Source: an optimization exercise on an open RTL-to-GDS flow (aim: small area, a short achievable clock period and few clock cycles per item). Production flows keep margins and buffers that such runs may drop. Function was checked by simulation only, so behaviour that the tests miss may differ from the original. No activity file was given, so power comes from the tool's default toggle rates.

==> run a: inputs <==
## alpha_line
module alpha_line (
    input  wire         clk,
    input  wire         rst,         
    input  wire         cmd_valid,
    output wire         cmd_ready,
    input  wire [127:0] cmd,
    output wire         rsp_valid,
    input  wire         rsp_ready,
    output wire [47:0]  rsp,
    output wire         ev_valid,
    output wire [1:0]   ev_kind,
    output wire [63:0]  ev_data
);
make LEC_CHECK=0 CAP_MARGIN=20 CORE_MARGIN=2 CORE_UTILIZATION=40 SLEW_MARGIN=20 finish   # period 80.0 ns
run.sh (not shown) runs the stock make flow with config.mk's settings and CLKGATE_MAP_FILE= SYNTH_SCRIPT=/design/flow/synth_recipe.tcl, a recipe that flattens the netlist after the stock synthesis.
==> inputs of run b, as changes to run a <==
--- a/flow/design.v
+++ b/flow/design.v
@@ -161,21 +161,21 @@
     reg [2:0]  fcause;
     reg [7:0]  fop;
     reg [1:0]  owed;
     reg        rspv;
     reg [3:0]  st;
     reg [2:0]  cnt;
     reg [15:0] R;
     reg [5:0]  A, q0;
-    reg        steep, smaj_n, smin_n;
+    reg        steep, sx_n, sy_n;
     reg        painted, more;
     reg [11:0] S1r, S0r;
-    reg [4:0]  Rf, Rs, Bs;
-    reg [5:0]  Gf, Gs;
+    reg [5:0]  h1, k1, k2;
+    reg [4:0]  h2, k3;
     reg        evv;
     reg [1:0]  evk;
     reg [7:0]  e55, e39, e23;
     reg [15:0] e15;
     assign cmd_ready = crdy;
     assign rsp_valid = rspv;
     assign rsp       = {fop, 1'b0, fcause, 3'b000, flt, 32'd0};
     assign ev_valid  = evv;
@@ -224,26 +224,30 @@
     wire [15:0] T    = add16(R, s3, cin);
     wire [15:0] U    = (st == S_DIV) ? {R[14:0], q0[5]} : T;
     wire [16:0] Ud   = add16(U, ~s2, 1'b1);
     wire        c    = Ud[16];                        
     wire [15:0] CS   = c ? Ud[15:0] : U;
     wire [16:0] sA   = add16({10'd0, A}, {10'd0, q0}, c);
     wire        wrap = sA[6] | (sA[5:0] == 6'h3F);   
     wire [5:0]  A_nx = sA[5:0] + {5'd0, wrap};
-    wire [16:0] maj_nx = incdec17(cx, smaj_n);
-    wire [16:0] min_nx = wrap ? incdec17(cy, smin_n) : cy;
-    wire maj_ok = (cx[16:8] == 9'd0) && (cx[7:4] != 4'hF);
-    wire min_ok = (cy[16:8] == 9'd0) &&
-                  (smin_n ? ((cy[7:0] != 8'd0) && (cy[7:4] != 4'hF))
-                          : !((cy[7:4] == 4'hE) && (cy[3:0] == 4'hF)) && (cy[7:4] != 4'hF));
-    wire pair_ok = maj_ok && min_ok;
-    wire [16:0] nb = incdec17({9'd0, cy[7:0]}, smin_n);
-    wire [7:0] lo8 = smin_n ? nb[7:0] : cy[7:0];
-    wire [7:0] hi8 = smin_n ? cy[7:0] : nb[7:0];
+    wire        mvx    = ~steep | wrap;
+    wire        mvy    = steep | wrap;
+    wire [16:0] x_nx   = mvx ? incdec17(cx, sx_n) : cx;
+    wire [16:0] y_nx   = mvy ? incdec17(cy, sy_n) : cy;
+    wire        smin_n = steep ? sx_n : sy_n;
+    wire x_in  = (cx[16:8] == 9'd0) && (cx[7:4] != 4'hF);           
+    wire y_in  = (cy[16:8] == 9'd0) && (cy[7:4] != 4'hF);
+    wire [7:0] mi8 = steep ? cx[7:0] : cy[7:0];
+    wire [7:0] mj8 = steep ? cy[7:0] : cx[7:0];
+    wire nb_ok = smin_n ? (mi8 != 8'd0) : (mi8 != 8'hEF);
+    wire pair_ok = x_in && y_in && nb_ok;
+    wire [16:0] nb = incdec17({9'd0, mi8}, smin_n);
+    wire [7:0] lo8 = smin_n ? nb[7:0] : mi8;
+    wire [7:0] hi8 = smin_n ? mi8 : nb[7:0];
     wire ch_g = (st == S_Q0);
     wire ch_b = (st == S_Q1);
     wire [5:0] fch = ch_g ? fg[10:5] : ch_b ? {fg[4:0], 1'b0} : {fg[15:11], 1'b0};
     wire [5:0] bch = ch_g ? bg[10:5] : ch_b ? {bg[4:0], 1'b0} : {bg[15:11], 1'b0};
     wire [11:0] fsq = sq6(fch);
     wire [11:0] bsq = sq6(bch);
     wire [9:0]  Fq  = fsq[11:2];
     wire [9:0]  Bq  = bsq[11:2];
@@ -339,35 +343,35 @@
             S_Q0: begin
                 emit = painted;
                 st_n = S_Q1;
             end
             S_Q1: begin
                 emit = 1'b1;
                 if (pair_ok) begin
                     ek   = EV_BEGIN;
-                    d55  = steep ? lo8 : cx[7:0];
-                    d39  = steep ? cx[7:0] : lo8;
-                    d23  = steep ? hi8 : cx[7:0];
-                    d15  = {8'd0, steep ? cx[7:0] : hi8};
+                    d55  = steep ? lo8 : mj8;
+                    d39  = steep ? mj8 : lo8;
+                    d23  = steep ? hi8 : mj8;
+                    d15  = {8'd0, steep ? mj8 : hi8};
                     step = (s5 != 16'd0);
                     st_n = S_Q2;
                 end else
                     do_fault = 1'b1;
             end
             S_Q2: begin
                 emit = 1'b1;
                 ek   = EV_WRITE;
-                d15  = {Rf, Gf, rF[5:1]};
+                d15  = {h2, h1, rF[5:1]};
                 st_n = S_Q3;
             end
             S_Q3: begin
                 emit = 1'b1;
                 ek   = EV_WRITE;
-                d15  = {Rs, Gs, Bs};
+                d15  = {k3, k2, k1[5:1]};
                 st_n = more ? S_Q0 : S_FIN;
             end
             S_FIN: begin
                 emit = 1'b1;
                 respond = 1'b1;
                 st_n = S_IDLE;
             end
             S_FILL: begin
@@ -423,22 +427,23 @@
                 painted <= 1'b0;
                 if (go) begin
                     if (op_fill) begin
                         R <= 16'd0;
                     end else if (op_line) begin
                         R      <= ~{6'd0, l_dmin[15:6]};
                         q0     <= 6'd0 - l_dmin[5:0];
                         steep  <= l_steep;
-                        smaj_n <= l_steep ? s3[15] : s2[15];
-                        smin_n <= l_steep ? s2[15] : s3[15];
+                        sx_n   <= s2[15];
+                        sy_n   <= s3[15];
                     end else if (op_pair) begin
                         A      <= (s3[15:6] != 10'd0) ? 6'd63 : s3[5:0];
                         steep  <= ~s2[1];
-                        smin_n <= s2[0];
+                        sx_n   <= s2[0];
+                        sy_n   <= s2[0];
                     end
                 end
             end
             S_PREP: R <= CS;
             S_DIV: begin
                 cnt <= cnt + 3'd1;
                 q0  <= {q0[4:0], c};
                 if (cnt == 3'd5) begin
@@ -463,52 +468,43 @@
         if (cen) begin
             cx <= {1'b0, cmd[95:80]};
             cy <= {1'b0, cmd[79:64]};
             s2 <= cmd[63:48];
             s3 <= cmd[47:32];
             s4 <= cmd[31:16];
             s5 <= cmd[15:0];
         end else begin
-            if (go && (op_line ? l_steep : (op_pair & ~s2[1]))) begin
-                cx <= cy;
-                cy <= cx;
-            end
             if (go && op_line) begin
                 s2 <= l_dmaj;
                 s3 <= l_dmin;
             end
             if (go && op_fill)
                 s2 <= 16'h0100;
             if (go && op_fill && fill_ok)
                 s5 <= s2;
             if (st == S_DIV && cnt == 3'd5)
                 s3 <= CS;
             if (step) begin
-                cx <= maj_nx;
-                cy <= min_nx;
+                cx <= x_nx;
+                cy <= y_nx;
                 s5 <= dec16(s5);
                 if (s4 != 16'd0)
                     s4 <= dec16(s4);
             end
             if (st == S_FILL && s5 != 16'd0)
                 s5 <= dec16(s5);
         end
         S1r <= S1n;
         S0r <= S0n;
-        if (st == S_Q0) begin
-            Rf <= rF[5:1];
-            Rs <= rS[5:1];
-        end
-        if (st == S_Q1) begin
-            Gf <= rF;
-            Gs <= rS;
-        end
-        if (st == S_Q2)
-            Bs <= rS[5:1];
+        h1 <= rF;
+        h2 <= h1[5:1];
+        k1 <= rS;
+        k2 <= k1;
+        k3 <= k2[5:1];
         evk <= ek;
         e55 <= d55;
         e39 <= d39;
         e23 <= d23;
         e15 <= d15;
         rst_q <= rst;
         if (rst_q) begin
             st     <= S_IDLE;
==> flow/flow/run.sh (new file) <==
#!/bin/bash
set -euo pipefail
export BUFFER_PORTS_ARGS="-buffer_cell sky130_fd_sc_hd__buf_2"
bash standard.sh > flow_standard.log 2>&1
==> flow/standard.sh (new file) <==
#!/bin/bash
# synth_recipe.tcl (not shown) runs the flow's synth.tcl, then flattens the netlist and writes it again
# the make line also repeats each setting of config.mk as NAME=value (left out here)
make -C /OpenROAD-flow-scripts/flow DESIGN_CONFIG=/design/flow/config.mk WORK_HOME=/design/flow/orfs CLKGATE_MAP_FILE= SYNTH_SCRIPT=/design/flow/synth_recipe.tcl "${@:-finish}"
ABC_AREA = 1   (was default)
CTS_CLUSTER_DIAMETER = 100   (was default)
CTS_CLUSTER_SIZE = 20   (was default)
removed: flow/run.sh
==> comparison <==
- Of run a and run b, run b has the higher fmax (gap about 2.5%, measured against run b).
- Between run a and run b, the lower via count is in run a (gap 3.5%, measured against run b).
- Between run a and run b, the lower flip-flop and latch count is in run a (gap 1).
- Non-clock buffer count: run a is higher than run b (19).
- Against run b, the power of run a is larger by 75%.
- Against run a, the sequential share of layout area of run b is higher by 1.7 points.
- Against run a, the register-to-register slack of run b is worse by 0.59 ns.
- Of run b and run a, run a has the higher hold slack (gap 0.12 ns).
==> figures <==
| quantity | run a | run b |
|---|---|---|
| Clock buffer cells | 51 | 31 |
| Sequential portion of the cell area | 0.279 | 0.297 |
| Most frequent standard cell in the layout excluding fill and tap cells | sky130_fd_sc_hd__inv_1 | sky130_fd_sc_hd__nand2_1 |
| Uppermost layer routed | met4 | met5 |
| Outcome | finished clean | finished clean |
| Switching part of the total | 0.427 | 0.404 |
| Compound-gate portion of the synthesized area | 0.141 | 0.151 |
| Number of storage elements in the synthesis netlist | 293 | 294 |
| Worst relative slew slack | 0.281 | 0.263 |
| Placer Congestion | 0.927 | 0.939 |
| Number of instances on the worst hold path | 2 | 0 |
| Number of antenna repair diodes | 0 | 1 |
| Non-clk buf share | 0.0796 | 0.0434 |
| Clock-cell share | 0.0468 | 0.0252 |
| Worst slack on hold paths | 0.451 ns | 0.332 ns |
| Post-synthesis adder-cell area fraction | 0.208 | 0.215 |
| Number of clock sinks | 293 | 294 |
| Source of the worst hold timing path | painted$_SDFFE_PP1P_ | k1[0]$_DFF_P_ |
Testbench counts of run a, summed over its fixed seeds: cycles 398,202, items 4,800.
Testbench counts of run b, summed over its fixed seeds: cycles 398,202, items 4,800.

==> afterwards: timing with drivers on the ports <==
The flow's constraints put no driver on any port. The routed layouts listed below were extracted and timed again, unchanged, in two steps. Step 1 (the two cells are an assumption about what drives the block):
set clk [get_ports {clk}]
set_driving_cell -lib_cell sky130_fd_sc_hd__clkbuf_16 $clk
set_driving_cell -lib_cell sky130_fd_sc_hd__buf_2 [delete_from_list [all_inputs] $clk]
Step 2 adds t to the input delays and takes it off the output delays; t is the mean of the earliest and latest rising clock arrival at the registers after step 1. Input paths then give back, and output paths get back, about the clock's delay inside the block. a / b / c = no drivers / after step 1 / after step 2; a / b = the first two.
run	shift t [ns]	slack for setup (ns)	worst setup path at the end	worst register clock-pin slew, ns	pins driven straight from the clock port
run a	0.615	62.472 / 62.416 / 62.765	input to register	0.06 / 0.06	1
run b	0.603	62.903 / 62.841 / 63.219	input to register	0.10 / 0.10	1
After both steps setup and hold are still met in every run listed.
